Source: an optimization exercise on an open RTL-to-GDS flow (aim: small area, a short achievable clock period and few clock cycles). Production flows keep margins and buffers that such runs may drop.
Power figures rest on the tool's default switching activity, not on a simulated workload.

// c2b_rx
module c2b_rx (
    input  wire       clk,
    input  wire       rst,           
    input  wire       rx_valid,
    input  wire [8:0] rx_word,
    output wire       rx_ready,
    output wire       out_valid,
    output wire [7:0] out_data,
    output wire       out_sof,
    output wire       out_eof,
    output wire       err_crc,
    output wire       err_overrun
);
Size in the first run: about 3100 cells after synthesis, ~2200 flip-flops, about 26 I/O pins.
Settings: LEC_CHECK=0, CAP_MARGIN=20, CORE_MARGIN=2, CORE_UTILIZATION=65, CTS_CLUSTER_DIAMETER=60, CTS_CLUSTER_SIZE=28, PLACE_DENSITY=0.75, SLEW_MARGIN=20; clock period 9.0 ns.
standard.sh (not shown) runs the stock make flow with config.mk's settings and CLKGATE_MAP_FILE= SYNTH_SCRIPT=/design/flow/synth_recipe.tcl, a recipe that flattens the netlist after the stock synthesis.
==> flow/flow/run.sh <==
#!/bin/bash
# Standard layout (the standard.sh: ORFS synthesis through finish), with
# the port buffers made of plain buffers instead of the delay cells that
# buffer_ports picks by default, and timing repair aimed 6 ns below the
# clock period.
set -euo pipefail
export BUFFER_PORTS_ARGS="-buffer_cell sky130_fd_sc_hd__buf_4"
export SETUP_SLACK_MARGIN=6
bash standard.sh > standard.log 2>&1
==> next run, changes <==
--- a/flow/design.v
+++ b/flow/design.v
@@ -8,14 +8,14 @@
     output wire [7:0] out_data,
     output wire       out_sof,
     output wire       out_eof,
     output wire       err_crc,
     output wire       err_overrun
 );
-    localparam integer K  = 10;           
-    localparam integer D  = 26;           
+    localparam integer K  = 13;           
+    localparam integer D  = 20;           
     localparam integer R  = K * D;        
     localparam integer IW = 4;            
     localparam integer PW = 5;            
     function [15:0] crc_byte;
         input [15:0] crc;
         input [7:0]  b;
@@ -26,13 +26,13 @@
             for (i = 0; i < 8; i = i + 1)
                 c = c[15] ? ((c << 1) ^ 16'h1021) : (c << 1);
             crc_byte = c;
         end
     endfunction
     reg  [7:0]   ring [0:R-1];
-    reg  [K-1:0] wen;            
+    wire [K-1:0] wen;            
     reg  [7:0]   pw;             
     genvar gi;
     generate
         for (gi = 0; gi < R; gi = gi + 1) begin : g_ring
             if ((gi % D) == 1) begin : g_tap
                 always @(posedge clk)
@@ -78,12 +78,17 @@
     wire c_end  = (cp == D - 1);
     wire h_end  = (hp == D - 1);
     wire commit = at & k_g & ~k_bad;
     wire rewind = at & k_g &  k_bad;
     wire adv    = at & ~rewind;          
     wire hold   = pv & ~(at | ac);
+    generate
+        for (gi = 0; gi < K; gi = gi + 1) begin : g_wen
+            assign wen[gi] = (at & (ti == gi)) | (ac & (ci == gi));
+        end
+    endgenerate
     function [IW+PW-1:0] pinc;
         input [IW-1:0] i;
         input [PW-1:0] p;
         begin
             if (p == D - 1)
                 pinc = {(i == K - 1) ? {IW{1'b0}} : i + 1'b1, {PW{1'b0}}};
@@ -173,13 +178,12 @@
             end
         end
         if (rst_q) begin
             pv    <= 1'b0;
             at    <= 1'b0;
             ac    <= 1'b0;
-            wen   <= {K{1'b0}};
             fire  <= 1'b0;
             open  <= 1'b0;
             nl    <= 1'b0;
             r2    <= 1'b0;
             hcnt  <= 2'd0;
             ti <= 0; tp <= 0; ci <= 0; cp <= 0; hi <= 0; hp <= 0;
@@ -189,14 +193,12 @@
             sp2   <= 1'b1;
             ohdr  <= 2'd0;
         end else begin
             pv    <= n_pv;
             at    <= n_at;
             ac    <= n_ac;
-            for (k = 0; k < K; k = k + 1)
-                wen[k] <= (n_at & (n_t[IW+PW-1:PW] == k)) | (n_ac & (n_c[IW+PW-1:PW] == k));
             fire  <= (n_avail != 9'd0) & n_alH;
             {ti, tp} <= n_t;
             {ci, cp} <= n_c;
             {hi, hp} <= n_h;
             occ   <= n_occ;
             avail <= n_avail;
After rerunning: The new run produced a clean layout. Area after synthesis rises by 0.35%. Power falls by 1.1%. Register-to-register slack got worse by 150 ps. Worst setup slack got worse by 11 ps. Global-route usage rises by 1.0 points. Die area rises by 0.34%. Worst hold slack hardly moves. Maximum frequency falls by 0.37%. First-iteration DRC count rises by 57%. Core utilization rises by 0.17 points. Via count rises by 4.3%. Clock-buffer cell count is unchanged.
Function was not checked in any run of this note: the RTL went through the layout flow alone.

## separate check: timing with driven ports
Ports are ideal in the flow. The routed layouts listed here were re-timed in OpenROAD.
Step 1: set_driving_cell puts a clkbuf_16 on clk and a buf_2 on each other input, an assumption about the parent block.
Step 2 moves the port delays by t, midway between the first and last clock arrival at a register: inputs arrive t later, outputs are due t later. That takes back most of the time a late clock gives input paths.
a / b / c = ideal / step 1 / step 2; a / b = the first two.
run | t (ns) | setup slack, ns | hold slack, ns | slew at the worst register clock pin (ns) | cell pins on the clock port's net
the first run | 0.744 | 6.014 / 5.950 / 5.430 | 0.301 / 0.301 / 0.301 | 0.11 / 0.11 | 1
the second run | 0.734 | 6.003 / 5.939 / 5.664 | 0.301 / 0.301 / 0.301 | 0.11 / 0.11 | 1
After both steps setup and hold are still met in every run listed. The setup slack of the first run, which loses most, moves by -0.064 ns with the drivers and by -0.584 ns with both steps.
